This is an optimization exercise on Yosys and OpenROAD, whose aim is small area and few clock cycles, not a production implementation.
Only simulation tests tie the RTL to the original design; equivalence was not proved.
No activity file was given, so power comes from the tool's default toggle rates.

File: config.mk
export PLATFORM = sky130hd
export DESIGN_NAME = klb_rx
export DESIGN_NICKNAME = klb_rx
export VERILOG_FILES = /design/flow/design.v
export SDC_FILE = /design/flow/constraint.sdc
export NUM_CORES = 4
export LEC_CHECK = 0
export CAP_MARGIN = 5
export CORE_MARGIN = 2
export CORE_UTILIZATION = 45
export CTS_BUF_LIST = sky130_fd_sc_hd__clkbuf_16
export CTS_CLUSTER_DIAMETER = 80
export CTS_CLUSTER_SIZE = 24
export SLEW_MARGIN = 5
export SYNTH_HIERARCHICAL = 1
File: constraint.sdc
create_clock -name core_clock -period 8.0 [get_ports {clk}]
set_input_delay 1.6000 -clock core_clock [delete_from_list [all_inputs] [get_ports {clk}]]
set_output_delay 1.6000 -clock core_clock [all_outputs]
set_load 0.01 [all_outputs]
File: design.v
module klb_rx (
    input  wire        clk,
    input  wire        rst,              
    input  wire        in_valid,
    input  wire [7:0]  in_data,
    output wire        in_ready,
    output wire        out_valid,
    output wire [7:0]  out_data,
    input  wire        out_ready,
    output reg  [7:0]  length_errors,
    output reg  [7:0]  crc_errors,
    output reg  [7:0]  sequence_errors,
    output reg  [7:0]  overflow_errors
);
    localparam MAXP = 128;               
    localparam QD   = 4;                 
    localparam QW   = 2;                 
    localparam [7:0] FEND  = 8'hC0;
    localparam [7:0] FESC  = 8'hDB;
    localparam [7:0] TFEND = 8'hDC;
    localparam [7:0] TFESC = 8'hDD;
    localparam [1:0] F_LEN  = 2'd0,
                     F_BODY = 2'd1,
                     F_RSSI = 2'd2,
                     F_ST1  = 2'd3;
    localparam [2:0] O_OPEN  = 3'd0,
                     O_CMD   = 3'd1,
                     O_DATA  = 3'd2,
                     O_ESC   = 3'd3,
                     O_CLOSE = 3'd4;
    reg [1:0]  fstate;
    reg [7:0]  brem;             
    reg        bfirst;           
    reg        blen_ok;          
    reg        bovf;             
    reg        bseq;             
    reg        bcd0;             
    reg        in_chain;
    reg [7:0]  prev_cd;
    reg        ph;
    reg        wclr;             
    reg [7:0]  wp;               
    reg [7:0]  cs;               
    reg [7:0]  rd;               
    reg [7:0]  rd_lo;            
    reg [15:0] rd_hi;            
    reg [7:0]    qend [0:QD-1];
    reg [QW-1:0] qhead, qtail;
    reg [QW:0]   qcount;
    reg [2:0]  ostate;
    wire       cfull  = (wp[6:0] == cs[6:0]) && (wp[7] != cs[7]);   
    wire [7:0] used   = wp - rd;
    wire       full   = used[7];                  
    wire       clr0   = !full;                    
    wire       clr1   = !full && (used != 8'd127);   
    wire       qfull  = qcount[QW];
    wire       qany   = (qcount != 0);
    wire       payload = (fstate == F_BODY) && !bfirst && blen_ok;
    wire       store   = payload && !cfull;
    wire blk_ok  = blen_ok && in_data[7] && !bseq && !bovf;
    wire done    = blk_ok && bcd0;
    assign in_ready = !((store && (full || !wclr)) || (fstate == F_ST1 && qfull && done));
    wire accept = in_valid && in_ready;
    wire judge  = accept && (fstate == F_ST1);
    wire push   = judge && done;
    wire       wr = accept && store;
    wire [7:0] wd = in_data ^ {8{ph}};
    wire [7:0] d_even = (wr && !wp[0]) ? wd : 8'hFF;
    wire [7:0] d_odd  = (wr &&  wp[0]) ? wd : 8'hFF;
    wire [7:0] cur_q;
    klb_rx_store u_store (
        .clk(clk), .clr0(clr0), .clr1(clr1), .wp(wp[6:0]),
        .d_even(d_even), .d_odd(d_odd), .rd_lo(rd_lo), .rd_hi(rd_hi),
        .cur_q(cur_q)
    );
    wire [7:0] oend = qend[qhead] ^ {8{ph}};
    wire [7:0] cur  = cur_q ^ {8{ph}};
    wire       spec = (cur == FEND) || (cur == FESC);
    wire [7:0] rdn  = rd + 8'd1;
    wire       last = (rdn == oend);
    reg [7:0] out_byte;
    always @(*) begin
        case (ostate)
            O_CMD:   out_byte = 8'h00;
            O_DATA:  out_byte = spec ? FESC : cur;
            O_ESC:   out_byte = (cur == FEND) ? TFEND : TFESC;
            default: out_byte = FEND;
        endcase
    end
    assign out_valid = qany || (in_valid && fstate == F_ST1 && done);
    assign out_data  = out_byte;
    wire send = out_valid && out_ready;
    wire pop  = send && (ostate == O_CLOSE);
    wire radv = send && ((ostate == O_DATA && !spec) || ostate == O_ESC);
    integer i;
    always @(posedge clk) begin
        ph <= rst ? 1'b0 : ~ph;
        for (i = 0; i < QD; i = i + 1)
            qend[i] <= ~((qend[i] | {8{push && qtail == i}}) &
                         ((wp ^ {8{ph}}) | {8{qfull || qtail != i}}));
    end
    always @(posedge clk) begin
        if (rst) begin
            fstate          <= F_LEN;
            brem            <= 8'd0;
            bfirst          <= 1'b0;
            blen_ok         <= 1'b0;
            bovf            <= 1'b0;
            bseq            <= 1'b0;
            bcd0            <= 1'b0;
            in_chain        <= 1'b0;
            prev_cd         <= 8'd0;
            wp              <= 8'd0;
            wclr            <= 1'b0;
            cs              <= 8'd0;
            rd              <= 8'd0;
            rd_lo           <= 8'd1;
            rd_hi           <= 16'd1;
            qhead           <= {QW{1'b0}};
            qtail           <= {QW{1'b0}};
            qcount          <= {(QW+1){1'b0}};
            ostate          <= O_OPEN;
            length_errors   <= 8'd0;
            crc_errors      <= 8'd0;
            sequence_errors <= 8'd0;
            overflow_errors <= 8'd0;
        end else begin
            if (accept) begin
                case (fstate)
                F_LEN: begin
                    brem    <= in_data;
                    bfirst  <= 1'b1;
                    blen_ok <= (in_data != 8'd0) && (in_data[7:5] == 3'd0);
                    bovf    <= 1'b0;
                    fstate  <= (in_data == 8'd0) ? F_RSSI : F_BODY;
                end
                F_BODY: begin
                    bfirst <= 1'b0;
                    if (bfirst) begin
                        bseq    <= in_chain && (in_data != prev_cd - 8'd1);
                        bcd0    <= (in_data == 8'd0);
                        prev_cd <= in_data;
                    end
                    if (store)
                        wp <= wp + 8'd1;
                    if (payload && cfull)
                        bovf <= 1'b1;
                    brem <= brem - 8'd1;
                    if (brem == 8'd1)
                        fstate <= F_RSSI;
                end
                F_RSSI: fstate <= F_ST1;
                default: begin       
                    fstate <= F_LEN;
                    if (!blen_ok)
                        length_errors <= length_errors + 8'd1;
                    else if (!in_data[7])
                        crc_errors <= crc_errors + 8'd1;
                    else if (bseq)
                        sequence_errors <= sequence_errors + 8'd1;
                    else if (bovf)
                        overflow_errors <= overflow_errors + 8'd1;
                    in_chain <= blk_ok && !done;
                    if (!blk_ok)
                        wp <= cs;            
                    if (done) begin
                        cs    <= wp;         
                        qtail <= qtail + 1'b1;
                    end
                end
                endcase
            end
            if (judge && !blk_ok)
                wclr <= 1'b0;
            else if (wr)
                wclr <= clr1;
            else
                wclr <= clr0;
            if (radv) begin
                rd    <= rdn;
                rd_lo <= {rd_lo[6:0], rd_lo[7]};
                if (rd_lo[7])
                    rd_hi <= {rd_hi[14:0], rd_hi[15]};
            end
            if (send) begin
                case (ostate)
                O_OPEN: ostate <= O_CMD;
                O_CMD:  ostate <= (rd == oend) ? O_CLOSE : O_DATA;
                O_DATA: if (spec)
                            ostate <= O_ESC;
                        else if (last)
                            ostate <= O_CLOSE;
                O_ESC:  ostate <= last ? O_CLOSE : O_DATA;
                default: begin       
                    ostate <= O_OPEN;
                    qhead  <= qhead + 1'b1;
                end
                endcase
            end
            qcount <= qcount + {{QW{1'b0}}, push} - {{QW{1'b0}}, pop};
        end
    end
endmodule
module klb_rx_store (
    input  wire        clk,
    input  wire        clr0,             
    input  wire        clr1,             
    input  wire [6:0]  wp,
    input  wire [7:0]  d_even,           
    input  wire [7:0]  d_odd,            
    input  wire [7:0]  rd_lo,            
    input  wire [15:0] rd_hi,            
    output reg  [7:0]  cur_q
);
    reg [7:0]  buffer [0:127];
    reg  [127:0] clr;
    reg  [7:0]   wl, wm;
    reg  [15:0]  wh;
    integer i;
    always @(*) begin
        for (i = 0; i < 8; i = i + 1)
            wl[i] = (wp[2:0] == i);
        for (i = 0; i < 16; i = i + 1)
            wh[i] = (wp[6:3] == i);
        wm[0] = 1'b0;
        for (i = 1; i < 8; i = i + 1)
            wm[i] = (wl[i] && clr0) || (wl[i-1] && clr1);
        for (i = 0; i < 128; i = i + 1)
            if (i % 8 != 0)
                clr[i] = wh[i/8] && wm[i%8];
            else
                clr[i] = (wh[i/8] && wl[0] && clr0) ||
                         (wh[(i/8+15)%16] && wl[7] && clr1);
    end
    always @(posedge clk)
        for (i = 0; i < 128; i = i + 1)
            buffer[i] <= ~(({8{clr[i]}} & ((i % 2) ? d_odd : d_even)) | buffer[i]);
    reg [7:0] grp;
    integer j, k;
    always @(*) begin
        cur_q = 8'd0;
        for (j = 0; j < 16; j = j + 1) begin
            grp = 8'd0;
            for (k = 0; k < 8; k = k + 1)
                grp = grp | (buffer[8*j+k] & {8{rd_lo[k]}});
            cur_q = cur_q | (grp & {8{rd_hi[j]}});
        end
    end
endmodule
File: run.sh
#!/bin/bash
# synth_recipe.tcl (not shown) runs the flow's synth.tcl, then flattens the netlist and writes it again
# the make line also repeats each setting of config.mk as NAME=value (left out here)
make -C /OpenROAD-flow-scripts/flow DESIGN_CONFIG=/design/flow/config.mk WORK_HOME=/design/flow/orfs CLKGATE_MAP_FILE= SYNTH_SCRIPT=/design/flow/synth_recipe.tcl finish
==> flow_summary.ini, run 1 <==
[outcome]
status = complete, no violations

[synth]
yosysMostFrequentCell = dfxtp_1
async_flop_share_pct = 0
synthTopCellsByArea = dfxtp_1 (58%), a21oi_1 (13%), a22oi_1 (9.5%)
synth_common_cells = dfxtp_1 (1172), a21oi_1 (1085), a22oi_1 (513), clkbuf_1 (244), nor2_1 (205)
synth.cell_area_sq_um = 40400
synth-edff-count = 0
yosys.area.top_type = dfxtp_1
syn_avg_cell_area_sq_um = 9.83
ys_seq_area_share_pct = 58.0
syn_nets = 4158
yosys.area.top_type_share_pct = 58.0
synthFlopType = dfxtp_1
ys_warn_count = 10
netlist_instances = 4115
ys_types = 71
ys_ff_latch = 1172

[layout]
area_delta_synth_final_pct = 7.55
nFillCells = 8196
diodes = 0
final_core_utilization_pct = 49.0
register_area_sq_um = 23500
drive_gt1_share_pct = 4.41
final_cells = 5157
final_area_sq_um = 43500
finalNetCount = 4025
multi_input_comb_area_sq_um = 15800

[floorplanning]
die_h_um = 304
row_count = 109
fp.dieW_um = 304
io_pins = 54
dieArea_sq_um = 92300
start_util_pct = 45.6
coreArea_sq_um = 88800

[clock_network]
clockBufferDepth = 3
postCtsSetupBuffers = 0
holdBufCountCts = 0
root_buffer = clkbuf_16
cts_sinks = 1172
cts_resized = 0
cts_tree = built
numCtsBuffers = 56
cts.clk_slew.worst_paths_ns = 0.10
clkLatencyLatePin_ns = 0.67
cts_htree_levels = 2

[timing]
min_period_over_period_pct = 91.7
whs_ns = 0.411
setup_viol = 0
fin_tns_setup_ns = 0
fin_crit_ns = 7.34
worst_slack_ns = 0.661
tightest_slew_ns = 1.35
rsz0062_at_grt = no
fmaxAchievable_mhz = 136
finClkSkew_ns = 0.0394
drv_slew = 0
hold_violations = 0
slew_headroom_pct = 7.91

[placement]
portBuffers = 53
place_inst = 5089
place_ws_ns = 1.45
placed_cell_area_sq_um = 42000
place_congestion = 0.851
dp_hpwl_um = 78500

[grt]
gr-total-overflow = 0
grt_first_pass_wirelength_um = 198000
grt_use_total_pct = 27.6
antenna_found_initial = 2
grt_max_degree = 73
grt_pass1_vias = 30700

[critical_path]
cp-start-kind = flop
end_kind = output pin
cp.arrival_ns = 5.74
required_ns = 6.40
criticalPathCategory = flop to output pin
crit_fanout = 43

[pwr]
p_per_area_nw_per_um2 = 222
total_power_mw = 9.67
p_leak_nw = 14.8
peakVddDrop_v = 0.000218

[run]
drv_cap = 0

[hold_path]
hp-class = flop to flop

[drt]
drt_iter0_drc = 3790
wl_um = 132000
viasPerCell = 6.32
drc = 0
wl_per_cell_um = 25.7
firstDrtPassIters = 6
antenna_left = 0
dr_total_vias = 32600
cell families after synthesis:
kind of cell / synth area share, %
fa+ha+maj: 0.996
flops: 58.0
simple gates: 6.52
mux: 0.795
buf+inv: 3.41
xor+xnor: 2.33
compound gates: 27.9
modules after synthesis, one instance, submodules excluded:
module / cells / area (sq um)
klb_rx_store: 3147 / 32500
klb_rx: 968 / 7920
critical path, cell delays in order, from the launching register on:
cell,delay (ns)
dfxtp_4,0.58
buf_4,0.38
a22oi_1,0.23
a41oi_1,0.19
a2111oi_0,1.17
nand4_1,0.35
nand3_1,0.18
nor3_1,0.05
a31oi_1,0.37
a21o_1,0.27
nor2b_1,0.38
a31oi_1,0.13
or2_2,0.29
clkdlybuf4s50_1,0.48
report_power, final:
part	internal [mW]	total [mW]	switching, mW
combinational	0.164	0.495	0.331
sequential	5.92	5.98	0.0627
clock	1.31	3.19	1.88
per-layer routing:
| metal | wire [um] | vias up | part of all wire (%) | GRT usage, % |
|---|---|---|---|---|
| met2 | 58300 | 1510 | 44 | 42.8 |
| li1 | - | 14900 | - | - |
| met3 | 10300 | 257 | 7.8 | 3.69 |
| met5 | 13 | - | 0.0098 | 0 |
| met1 | 59000 | 15900 | 45 | 39.5 |
| met4 | 4760 | 2 | 3.6 | 9.34 |
cell usage in the layout, fill, tap and decap left out, drive strengths merged, types with 56 or more instances in the layout:
| cell | count |
|---|---|
| xnor2 | 71 |
| nor2 | 205 |
| clkbuf | 56 |
| nand2 | 158 |
| inv | 59 |
| a21oi | 1085 |
| dfxtp | 1172 |
| buf | 59 |
| a22oi | 513 |
| a41oi | 96 |
| nand4 | 60 |
state kept, by name, summed over array words and instances, names as in the netlist, 3 cells and up:
name	cells
u_store.buffer	1024
length_errors	8
sequence_errors	8
brem	8
rd	8
qcount	3
cs	8
qend	32
ostate	3
rd_lo	8
crc_errors	8
prev_cd	8
overflow_errors	8
rd_hi	16
wp	8
final cells by class:
type                            count  area share, %
Multi-Input combinational cell   2589           36.3
Inverter                           52          0.449
Tap cell                         1165           3.35
Clock buffer                       56           3.22
Clock inverter                     12          0.299
Timing Repair Buffer              111           2.42
Sequential cell                  1172           54.0
final timing paths:
kind / startpoint / end / slack [ns] / cells past startpoint
setup / recovery: rd_lo[2]$_SDFFE_PP0P_ / out_data[7] / 0.66 / 13
hold / removal: u_store.buffer[108][5]$_DFF_P_ / u_store.buffer[108][5]$_DFF_P_ / 0.41 / 1
setup reg to reg: rd_lo[2]$_SDFFE_PP0P_ / rd_hi[4]$_SDFFE_PP0P_ / 2.92 / 14
hold reg to reg: u_store.buffer[108][5]$_DFF_P_ / u_store.buffer[108][5]$_DFF_P_ / 0.41 / 1
Testbench counts, summed over its fixed seeds: cycles 27,083.
==> inputs of run 2 (changes only) <==
==> config.mk (replaced) <==
export PLATFORM = sky130hd
export DESIGN_NAME = klb_rx
export DESIGN_NICKNAME = klb_rx
export VERILOG_FILES = /design/flow/design.v
export SDC_FILE = /design/flow/constraint.sdc
export NUM_CORES = 4
export LEC_CHECK = 0
export CAP_MARGIN = 20
export CORE_MARGIN = 2
export CORE_UTILIZATION = 40
export CTS_BUF_LIST = sky130_fd_sc_hd__clkbuf_16
export CTS_CLUSTER_DIAMETER = 80
export CTS_CLUSTER_SIZE = 24
export SLEW_MARGIN = 20
export SYNTH_HIERARCHICAL = 1
==> run 2 against run 1 <==
Critical path depth fell by 2. Fmax up 0.83%. Clock skew fell by 0.013 ns. Critical path type unchanged.
==> flow_summary.ini, run 2 <==
[critical_path]
cp-start-kind = flop
cp.arrival_ns = 5.68
required_ns = 6.40
cp_cell_sequence = buf_4 > a22oi_1 > a41oi_1 > a2111oi_0 > nand4_1 > or4_1 > a21o_1 > nor2b_1 > a31oi_1 > or2_2 > clkdlybuf4s50_1
ff2ff_setup_slack_ns = 2.80
r2r-start = rd_lo[2]$_SDFFE_PP0P_
r2r_end = rd_hi[7]$_SDFFE_PP0P_
end_kind = output pin
ff2ff_path_depth = 12
slowest_delay_ns = 1.15
criticalPathCategory = flop to output pin
slowest_stage = a2111oi_0
crit_fanout = 60

[timing]
min_period_over_period_pct = 91.0
worst_slack_ns = 0.721
setup_viol = 0
rsz0062_at_grt = no
tightest_slew_ns = 1.31
fin_tns_setup_ns = 0
fin_crit_ns = 7.28
slew_headroom_pct = 10.4
drv_slew = 0
fmaxAchievable_mhz = 137
finClkSkew_ns = 0.0269
whs_ns = 0.411
hold_violations = 0

[hold_path]
min_to = u_store.buffer[115][6]$_DFF_P_
hp-class = flop to flop
holdPathStages = 1
worstHoldStart = u_store.buffer[115][6]$_DFF_P_

[clock_network]
root_buffer = clkbuf_16
cts_tree = built
cts_sinks = 1172
holdBufCountCts = 0
postCtsSetupBuffers = 0
cts_resized = 0
cts.clk_slew.worst_paths_ns = 0.10
clockBufferDepth = 3
numCtsBuffers = 56
cts_htree_levels = 2
clkLatencyLatePin_ns = 0.69

[pwr]
switchingPower_mw = 2.31
p_leak_nw = 14.8
p_per_area_nw_per_um2 = 222
p_int_mw = 7.42
p_seq_share_pct = 61.5
switching_share_pct = 23.8
power.share.clock_pct = 33.5
peakVddDrop_v = 0.000195
pwr-share-comb_pct = 5.0

[layout]
area_delta_synth_final_pct = 8.15
finalNetCount = 4030
top_register = u_store.buffer
final_cell_mix = dfxtp_1 (1163), a21oi_1 (1085), a22oi_1 (513), nor2_1 (205), nand2_1 (139)
multi_input_comb_area_sq_um = 15800
drive_gt1_share_pct = 4.60
reg_top3 = u_store.buffer (1024), qend (32), rd_hi (16)
largest_register_ffs = 1024
final_cells = 5300
final_core_utilization_pct = 43.7
register_area_sq_um = 23500
layout_commonest_cell = dfxtp_1
diodes = 0
nFillCells = 9567

[synth]
yosys.area.top_type_share_pct = 58.0
synth.cell_area_sq_um = 40400
async_flop_share_pct = 0
synth_common_cells = dfxtp_1 (1172), a21oi_1 (1085), a22oi_1 (513), clkbuf_1 (244), nor2_1 (205)
netlist_instances = 4115
ys_types = 71
synthFlopType = dfxtp_1
syn_nets = 4158
yosys.area.top_type = dfxtp_1
ys_ff_latch = 1172
yosysMostFrequentCell = dfxtp_1
ys_seq_area_share_pct = 58.0
ys_warn_count = 10
synth-edff-count = 0
syn_avg_cell_area_sq_um = 9.83
synthTopCellsByArea = dfxtp_1 (58%), a21oi_1 (13%), a22oi_1 (9.5%)

[outcome]
status = complete, no violations

[drt]
wl_per_cell_um = 25.6
drc = 0
viasPerCell = 6.23
dr_total_vias = 33000
firstDrtPassIters = 6
antenna_left = 0
wl_um = 136000
drt_iter0_drc = 4241

[floorplanning]
dieArea_sq_um = 104000
io_pins = 54
fp.dieW_um = 322
die_h_um = 322
coreArea_sq_um = 100000
start_util_pct = 40.4
row_count = 116

[grt]
grt_use_total_pct = 25.5
grt_pass1_vias = 31200
grt_max_degree = 73
grt_first_pass_wirelength_um = 204000
gr-total-overflow = 0
antenna_found_initial = 2

[placement]
place_inst = 5224
place_ws_ns = 1.58
dp_hpwl_um = 80100
place_congestion = 0.857
portBuffers = 53

[run]
drv_cap = 0
-- run 2: layer usage --
| metal | routed length, um | vias up | global-route usage, % |
|---|---|---|---|
| met5 | 13 | - | 0 |
| met4 | 4250 | 2 | 8.08 |
| met3 | 10500 | 236 | 3.57 |
| met2 | 59700 | 1516 | 39.0 |
| met1 | 61300 | 16300 | 36.9 |
| li1 | - | 14900 | - |
-- run 2: area by class of cell --
type                    count  share of cell area (%)
clock buffers              58                    3.32
clock inverters            15                   0.300
inverters                  52                   0.446
multi-input cells        2589                    36.1
flip-flops and latches   1172                    53.7
well taps                1298                    3.71
repair buffers            116                    2.43
-- run 2: how the worst max path moves through the flow --
| stage | startpoint | end | slack, ns | depth (start not counted) |
|---|---|---|---|---|
| detailed placement | rd_lo[2]$_SDFFE_PP0P_ | out_data[6] | 1.58 | 11 |
| global placement | rd_lo[2]$_SDFFE_PP0P_ | out_data[7] | 1.63 | 11 |
| global route | rd_lo[4]$_SDFFE_PP0P_ | out_data[7] | 0.57 | 13 |
| floorplan | in_data[7] | qcount[2]$_SDFF_PP0_ | 3.55 | 15 |
| CTS | rd_lo[2]$_SDFFE_PP0P_ | out_data[6] | 0.82 | 11 |
| finish | rd_lo[2]$_SDFFE_PP0P_ | out_data[6] | 0.72 | 11 |
-- run 2: through the flow --
stage	power (mW)	instance area, sq um
final	9.73	43700
after global routing	10.0	43700
after CTS	9.76	43700
after detailed placement	6.60	42100
after global placement	6.60	42100
after floorplan	6.40	40400
-- run 2: per-module statistics from Yosys (local to each module, per instance) --
module        copies in the design  cell area, sq um
klb_rx                           1              7920
klb_rx_store                     1             32500
-- run 2: kinds of logic after synthesis --
logic type      share of synthesized area (%)
flops                                    58.0
xor+xnor                                 2.33
compound gates                           27.9
mux                                     0.795
buf+inv                                  3.41
fa+ha+maj                               0.996
simple gates                             6.52
-- run 2: critical path, delay by kind of cell (launching register included) --
family	cells	cell delay, ns
AO/OA/AOI/OAI	5	2.09
buffers and inverters	2	0.93
flip-flops	1	0.61
AND/OR/NAND/NOR	4	1.32
-- run 2: power groups by stage --
stage | clock network, mW | registers [mW] | logic [mW]
floorplan | 0 | 6.10 | 0.295
global placement | 0 | 6.12 | 0.473
detailed placement | 0 | 6.12 | 0.479
CTS | 3.30 | 5.98 | 0.480
global route | 3.50 | 6.00 | 0.520
finish | 3.26 | 5.99 | 0.489
==> inputs of run 3 (changes only) <==
==> flow/run.sh (new file) <==
#!/bin/bash
# The standard layout (standard.sh), with two changes to how it is made:
#  - clock tree: clkbuf_16 buffers, sink clusters of at most 24 flip-flops
#    within 80 um, and no dummy loads;
#  - the buffers that port buffering puts on every input and output are buf_1.
# make's full output goes to flow_make.log in this folder; ORFS keeps each
# step's log under orfs/logs/.
set -euo pipefail
export CTS_ARGS="-sink_clustering_enable -repair_clock_nets -dont_use_dummy_load -buf_list sky130_fd_sc_hd__clkbuf_16 -sink_clustering_size 24 -sink_clustering_max_diameter 80"
export BUFFER_PORTS_ARGS="-buffer_cell sky130_fd_sc_hd__buf_1"
bash standard.sh > flow_make.log 2>&1
==> standard.sh (new file) <==
#!/bin/bash
# synth_recipe.tcl (not shown) runs the flow's synth.tcl, then flattens the netlist and writes it again
# the make line also repeats each setting of config.mk as NAME=value (left out here)
make -C /OpenROAD-flow-scripts/flow DESIGN_CONFIG=/design/flow/config.mk WORK_HOME=/design/flow/orfs CLKGATE_MAP_FILE= SYNTH_SCRIPT=/design/flow/synth_recipe.tcl "${@:-finish}"
--- a/config.mk
+++ b/config.mk
@@ -8,8 +8,5 @@
 export CAP_MARGIN = 20
 export CORE_MARGIN = 2
 export CORE_UTILIZATION = 40
-export CTS_BUF_LIST = sky130_fd_sc_hd__clkbuf_16
-export CTS_CLUSTER_DIAMETER = 80
-export CTS_CLUSTER_SIZE = 24
 export SLEW_MARGIN = 20
 export SYNTH_HIERARCHICAL = 1
removed: run.sh
==> run 3 against run 2 <==
Setup slack better by 0.30 ns. Synthesized cell count unchanged. Largest power group unchanged. Sequential power about the same. Fmax up 4.3%. Highest routed layer unchanged. Clock skew rose by 0.034 ns. Non-clock buffer count increased by 4. Total power down 1.7%. Critical path type unchanged. Routed wire length down 0.92%. Via count decreased by 0.55%.
==> flow_summary.ini, run 3 <==
[pwr]
p_per_area_nw_per_um2 = 221
total_power_mw = 9.57
peakVddDrop_v = 0.000196
p_leak_nw = 14.6

[layout]
final_cells = 5287
layout_commonest_cell = dfxtp_1
final_area_sq_um = 43300
top_register = u_store.buffer
diodes = 0
area_delta_synth_final_pct = 7.00
reg_top3 = u_store.buffer (1024), qend (32), rd_hi (16)
finalNetCount = 4034
final_cell_mix = dfxtp_1 (1163), a21oi_1 (1085), a22oi_1 (513), nor2_1 (205), nand2_1 (139)
largest_register_ffs = 1024
final_core_utilization_pct = 43.2
drive_gt1_share_pct = 4.44
nFillCells = 9660

[clock_network]
postCtsSetupBuffers = 0
cts_htree_levels = 2
cts_resized = 0
cts_tree = built
numCtsBuffers = 56
cts_sinks = 1172
clockBufferDepth = 3
holdBufCountCts = 0
root_buffer = clkbuf_16
cts.clk_slew.worst_paths_ns = 0.10
clkLatencyLatePin_ns = 0.68

[placement]
place_congestion = 0.841
placed_cell_area_sq_um = 41800
place_ws_ns = 1.87
place_inst = 5228
dp_hpwl_um = 79900
portBuffers = 53

[timing]
slew_headroom_pct = 19.6
fmaxAchievable_mhz = 143
setup_viol = 0
rsz0062_at_grt = no
whs_ns = 0.409
worst_slack_ns = 1.02
finClkSkew_ns = 0.0612
fin_crit_ns = 6.98
drv_slew = 0
tightest_slew_ns = 1.18
fin_tns_setup_ns = 0
min_period_over_period_pct = 87.2
hold_violations = 0

[synth]
yosys.area.top_type = dfxtp_1
yosysMostFrequentCell = dfxtp_1
ys_ff_latch = 1172
synthTopCellsByArea = dfxtp_1 (58%), a21oi_1 (13%), a22oi_1 (9.5%)
ys_seq_area_share_pct = 58.0
ys_types = 71
async_flop_share_pct = 0
synth_common_cells = dfxtp_1 (1172), a21oi_1 (1085), a22oi_1 (513), clkbuf_1 (244), nor2_1 (205)
ys_warn_count = 10
netlist_instances = 4115
synthFlopType = dfxtp_1
syn_avg_cell_area_sq_um = 9.83
synth.cell_area_sq_um = 40400
yosys.area.top_type_share_pct = 58.0
syn_nets = 4158
synth-edff-count = 0

[floorplanning]
die_h_um = 322
dieArea_sq_um = 104000
row_count = 116
io_pins = 54
fp.dieW_um = 322
start_util_pct = 40.4
coreArea_sq_um = 100000

[drt]
drt_iter0_drc = 4034
dr_total_vias = 32800
antenna_left = 0
wl_um = 135000
routed-wl-met3_um = 10600
viasPerCell = 6.21
firstDrtPassIters = 7
wl_per_cell_um = 25.4
top_layer = met5
dr_wl_met2_um = 59300
wl_met1_um = 60800
drc = 0

[critical_path]
criticalPathCategory = flop to output pin
required_ns = 6.40
slowest_delay_ns = 1.05
path_buf_inv = 2
cp.arrival_ns = 5.38
cp_cell_sequence = buf_12 > a22oi_1 > a41oi_1 > a2111oi_0 > nand4_1 > nand3_1 > nor3_1 > a31oi_1 > a21o_1 > nor2b_1 > a31oi_1 > or2_2 > buf_1
critPathTopFamily = compound AO/OA/AOI/OAI gates
path_common_cell = a31oi_1
cp-start-kind = flop
end_kind = output pin
crit_fanout = 66
slowest_stage = a2111oi_0

[grt]
grt_first_pass_wirelength_um = 202000
grt_pass1_vias = 30900
grt_max_degree = 77
grt_use_total_pct = 25.2
antenna_found_initial = 1
gr-total-overflow = 0

[run]
drv_cap = 0

[hold_path]
hp-class = flop to flop

[outcome]
status = complete, no violations
## run 3: cell counts after synthesis
Identical to the previous run, type by type.
## run 3: where the power goes
part	internal (mW)	leakage, nW	total, mW	switching [mW]
clock	1.25	0.690	3.09	1.84
sequential	5.92	10.6	5.99	0.0638
combinational	0.150	3.34	0.494	0.344
## run 3: kinds of logic after synthesis
kind of cell,synth area share [%]
multiplexers,0.795
AND/OR/NAND/NOR,6.52
buffers and inverters,3.41
flip-flops,58.0
XOR/XNOR,2.33
AO/OA/AOI/OAI,27.9
adder cells (fa/ha/maj),0.996
## run 3: per-module statistics from Yosys, one instance, submodules excluded
module,cells inside,flip-flops and latches,area [sq um]
klb_rx_store,3147,1024,32500
klb_rx,968,148,7920
## run 3: worst reg2reg max path, cell delays in order (launching register included)
cell and delay [ns]:
dfxtp_4 0.62, buf_12 0.36, a22oi_1 0.32, a41oi_1 0.22
a2111oi_0 1.05, nand4_1 0.32, nand3_1 0.20, nor3_1 0.06
a31oi_1 0.32, a21o_1 0.31, o211a_1 0.18, buf_4 0.27
nand2_1 0.45, nand2_1 0.21, a21oi_1 0.08
## run 3: final cells by class
| cell class | instances | area [sq um] | share of cell area [%] |
|---|---|---|---|
| flip-flops and latches | 1172 | 23500 | 54.3 |
| multi-input cells | 2589 | 15800 | 36.5 |
| repair buffers | 120 | 779 | 1.80 |
| inverters | 52 | 195 | 0.451 |
| well taps | 1298 | 1620 | 3.75 |
| clock buffers | 56 | 1400 | 3.24 |
## run 3: final timing paths
path	to	cells after the start	slack, ns	from
setup / recovery	out_data[6]	13	1.02	rd_lo[1]$_SDFFE_PP0P_
hold / removal	u_store.buffer[49][1]$_DFF_P_	1	0.41	u_store.buffer[49][1]$_DFF_P_
setup reg to reg	rd_hi[15]$_SDFFE_PP0P_	14	2.89	rd_lo[1]$_SDFFE_PP0P_
hold reg to reg	u_store.buffer[49][1]$_DFF_P_	1	0.41	u_store.buffer[49][1]$_DFF_P_
## run 3: metal layers
metal,track usage (%),vias to the layer above
li1,-,14900
met2,38.8,1501
met3,3.57,214
met1,36.6,16200
met5,0,-
met4,7.44,2
==> inputs of run 4 (changes only) <==
==> flow/run.sh (replaced) <==
#!/bin/bash
# The standard layout (standard.sh), with these changes to how it is made:
#  - clock tree: clkbuf_16 buffers, sink clusters of at most 24 flip-flops
#    within 80 um, and no dummy loads;
#  - the buffers that port buffering puts on every input and output are buf_1;
#  - after global routing, gates off the critical paths are sized down
#    (ORFS's RECOVER_POWER, on all paths with positive slack).
# make's full output goes to flow_make.log in this folder; ORFS keeps each
# step's log under orfs/logs/.
set -euo pipefail
export CTS_ARGS="-sink_clustering_enable -repair_clock_nets -dont_use_dummy_load -buf_list sky130_fd_sc_hd__clkbuf_16 -sink_clustering_size 24 -sink_clustering_max_diameter 80"
export BUFFER_PORTS_ARGS="-buffer_cell sky130_fd_sc_hd__buf_1"
export RECOVER_POWER=100
bash standard.sh > flow_make.log 2>&1
==> run 4 against run 3 <==
Now fails the layout checks on max-capacitance violations, max-slew violations. First-iteration DRC count down 4.0%. Total power barely moved. Worst hold slack barely moved. Critical path depth fell by 4. Sequential power hardly changed. Final cell count stayed put. Clock skew rose by 0.0024 ns. Largest power group unchanged. Highest routed layer unchanged.
==> flow_summary.ini, run 4 <==
[floorplanning]
coreArea_sq_um = 100000
row_count = 116
dieArea_sq_um = 104000
fp.dieW_um = 322
start_util_pct = 40.4
die_h_um = 322
io_pins = 54

[critical_path]
ff2ff_path_depth = 9
critPathTopFamily = buffers and inverters
required_ns = 8.39
cp_cell_sequence = ha_1 > nor2b_1 > or4_1 > a31oi_4 > clkbuf_1 > nor4_4 > nand2_1 > clkbuf_1 > a21oi_1
slowest_delay_ns = 2.32
end_kind = flop
path_buf_inv = 2
path_common_cell = clkbuf_1
slowest_stage = clkbuf_1
cp-start-kind = flop
cp.arrival_ns = 7.74
criticalPathCategory = flop to flop
cp.depth = 9
crit_fanout = 43

[timing]
fin_crit_ns = 7.35
finClkSkew_ns = 0.0636
hold_violations = 0
whs_ns = 0.409
tightest_slew_ns = 3.60
drv_slew = 926
min_period_over_period_pct = 91.9
fin_tns_setup_ns = 0
slew_headroom_pct = -140
setup_viol = 0
rsz0062_at_grt = no
fmaxAchievable_mhz = 136

[clock_network]
cts_htree_levels = 2
clockBufferDepth = 3
root_buffer = clkbuf_16
holdBufCountCts = 0
cts_tree = built
numCtsBuffers = 56
cts_resized = 0
clkLatencyLatePin_ns = 0.68
postCtsSetupBuffers = 0
cts.clk_slew.worst_paths_ns = 0.10
cts_sinks = 1172

[drt]
dr_wl_met2_um = 58900
wl_um = 135000
wl_per_cell_um = 25.5
top_layer = met5
dr_total_vias = 32700
firstDrtPassIters = 6
viasPerCell = 6.19
wl_met1_um = 61300
drt_iter0_drc = 3874
routed-wl-met3_um = 10300
drc = 0
antenna_left = 0

[pwr]
p_leak_nw = 14.5
p_per_area_nw_per_um2 = 222
peakVddDrop_v = 0.000196
total_power_mw = 9.56

[synth]
yosys.area.top_type = dfxtp_1
yosysMostFrequentCell = dfxtp_1
netlist_instances = 4115
syn_avg_cell_area_sq_um = 9.83
synth_common_cells = dfxtp_1 (1172), a21oi_1 (1085), a22oi_1 (513), clkbuf_1 (244), nor2_1 (205)
synthFlopType = dfxtp_1
synthTopCellsByArea = dfxtp_1 (58%), a21oi_1 (13%), a22oi_1 (9.5%)
ys_warn_count = 10
synth-edff-count = 0
synth.cell_area_sq_um = 40400
yosys.area.top_type_share_pct = 58.0
ys_ff_latch = 1172
ys_types = 71
ys_seq_area_share_pct = 58.0
async_flop_share_pct = 0
syn_nets = 4158

[layout]
layout_commonest_cell = dfxtp_1
top_register = u_store.buffer
drive_gt1_share_pct = 3.96
area_delta_synth_final_pct = 6.62
reg_top3 = u_store.buffer (1024), qend (32), rd_hi (16)
largest_register_ffs = 1024
final_core_utilization_pct = 43.1
diodes = 0
final_cell_mix = dfxtp_1 (1163), a21oi_1 (1085), a22oi_1 (513), nor2_1 (205), nand2_1 (148)
finalNetCount = 4034

[hold_path]
holdPathStages = 1
hp-class = flop to flop

[grt]
grt_max_degree = 77
grt_first_pass_wirelength_um = 202000
grt_pass1_vias = 30900
gr-total-overflow = 0
antenna_found_initial = 1
grt_use_total_pct = 25.2

[outcome]
status = finished with violations
so_faults = max-capacitance violations, max-slew violations

[run]
drv_cap = 19

[placement]
dp_hpwl_um = 79900
portBuffers = 53
place_congestion = 0.841
-- run 4: logic make-up (layout without fill, tap and decap cells) --
group                    count (synthesis)  after routing  synth area share (%)
AND/OR/NAND/NOR                        567            567                  6.52
AO/OA/AOI/OAI                         1854           1854                  27.9
XOR/XNOR                               105            105                  2.33
multiplexers                            32             32                 0.795
buffers and inverters                  354            228                  3.41
flip-flops                            1172           1172                  58.0
adder cells (fa/ha/maj)                 31             31                 0.996
-- run 4: where the power goes --
group / switching, mW / internal, mW / total [mW]
Combinational: 0.338 / 0.149 / 0.487
Clock: 1.84 / 1.25 / 3.09
Sequential: 0.0641 / 5.92 / 5.99
Total: 2.24 / 7.32 / 9.56
-- run 4: path summary, 6_finish.rpt --
kind / start / to / slack [ns]
min: u_store.buffer[49][1]$_DFF_P_ / u_store.buffer[49][1]$_DFF_P_ / 0.41
min reg2reg: u_store.buffer[49][1]$_DFF_P_ / u_store.buffer[49][1]$_DFF_P_ / 0.41
max reg2reg: wp[6]$_SDFFE_PP0P_ / u_store.buffer[127][1]$_DFF_P_ / 0.65
max: wp[6]$_SDFFE_PP0P_ / u_store.buffer[127][1]$_DFF_P_ / 0.65
-- run 4: per-layer routing --
layer / track usage (%) / vias to the layer above
li1: - / 14900
met1: 36.6 / 16100
met2: 38.8 / 1459
met3: 3.57 / 218
met4: 7.44 / 2
met5: 0 / -
-- run 4: layout make-up --
type                    count  area (sq um)
fillers                  9687         57000
flip-flops and latches   1172         23500
multi-input cells        2589         15700
well taps                1298          1620
clock buffers              56          1400
repair buffers            120           723
inverters                  52           195
-- run 4: per-module statistics from Yosys, one instance, submodules excluded --
| module | cells | times used | flip-flops and latches | area, sq um |
|---|---|---|---|---|
| klb_rx | 968 | 1 | 148 | 7920 |
| klb_rx_store | 3147 | 1 | 1024 | 32500 |
-- run 4: worst reg2reg max path: stages (launching register included) --
cell and delay, ns:
dfxtp_1 0.94, ha_1 0.40, nor2b_1 0.16, or4_1 0.60
a31oi_4 0.22, clkbuf_1 0.93, nor4_4 0.21, nand2_1 1.07
clkbuf_1 2.32, a21oi_1 0.23
-- run 4: per-stage QoR --
| stage | setup slack (ns) | cells | cell area, sq um |
|---|---|---|---|
| 6_report | 0.646 | 5287 | 43100 |
| 5_1_grt | 0.549 | 5287 | 43100 |
| 4_1_cts | 1.14 | 5284 | 43200 |
| 3_5_place_dp | 1.87 | 5228 | 41800 |
| 3_3_place_gp | 2.00 | 5228 | 41800 |
| 2_1_floorplan | 3.55 | 4115 | 40400 |

## static timing again, ports no longer ideal
In the flow no input, the clock included, has a driving cell. The finished layouts below were timed again as built, in two steps.
Step 1 (the two cells are an assumption about what drives the block):
set clk [get_ports {clk}]
set_driving_cell -lib_cell sky130_fd_sc_hd__clkbuf_16 $clk
set_driving_cell -lib_cell sky130_fd_sc_hd__buf_2 [delete_from_list [all_inputs] $clk]
Step 2 adds t to the input delays and takes it off the output delays; t is the mean of the earliest and latest rising clock arrival at the registers after step 1. Input paths then give back, and output paths get back, about the clock's delay inside the block.
Three values: no drivers, after step 1, after step 2; two values: the first two.
| run | t (ns) | slack for setup (ns) | hold WS [ns] | latest minus earliest clock arrival (ns) |
|---|---|---|---|---|
| run 1 | 0.722 | 0.661 / 0.593 / 1.314 | 0.411 / 0.411 / 0.411 | 0.041 / 0.041 |
| run 2 | 0.746 | 0.721 / 0.653 / 1.400 | 0.411 / 0.411 / 0.411 | 0.027 / 0.027 |
| run 3 | 0.716 | 1.023 / 0.959 / 1.674 | 0.409 / 0.409 / 0.409 | 0.067 / 0.067 |
| run 4 | 0.715 | 0.646 / 0.646 / 0.646 | 0.409 / 0.409 / 0.409 | 0.070 / 0.070 |
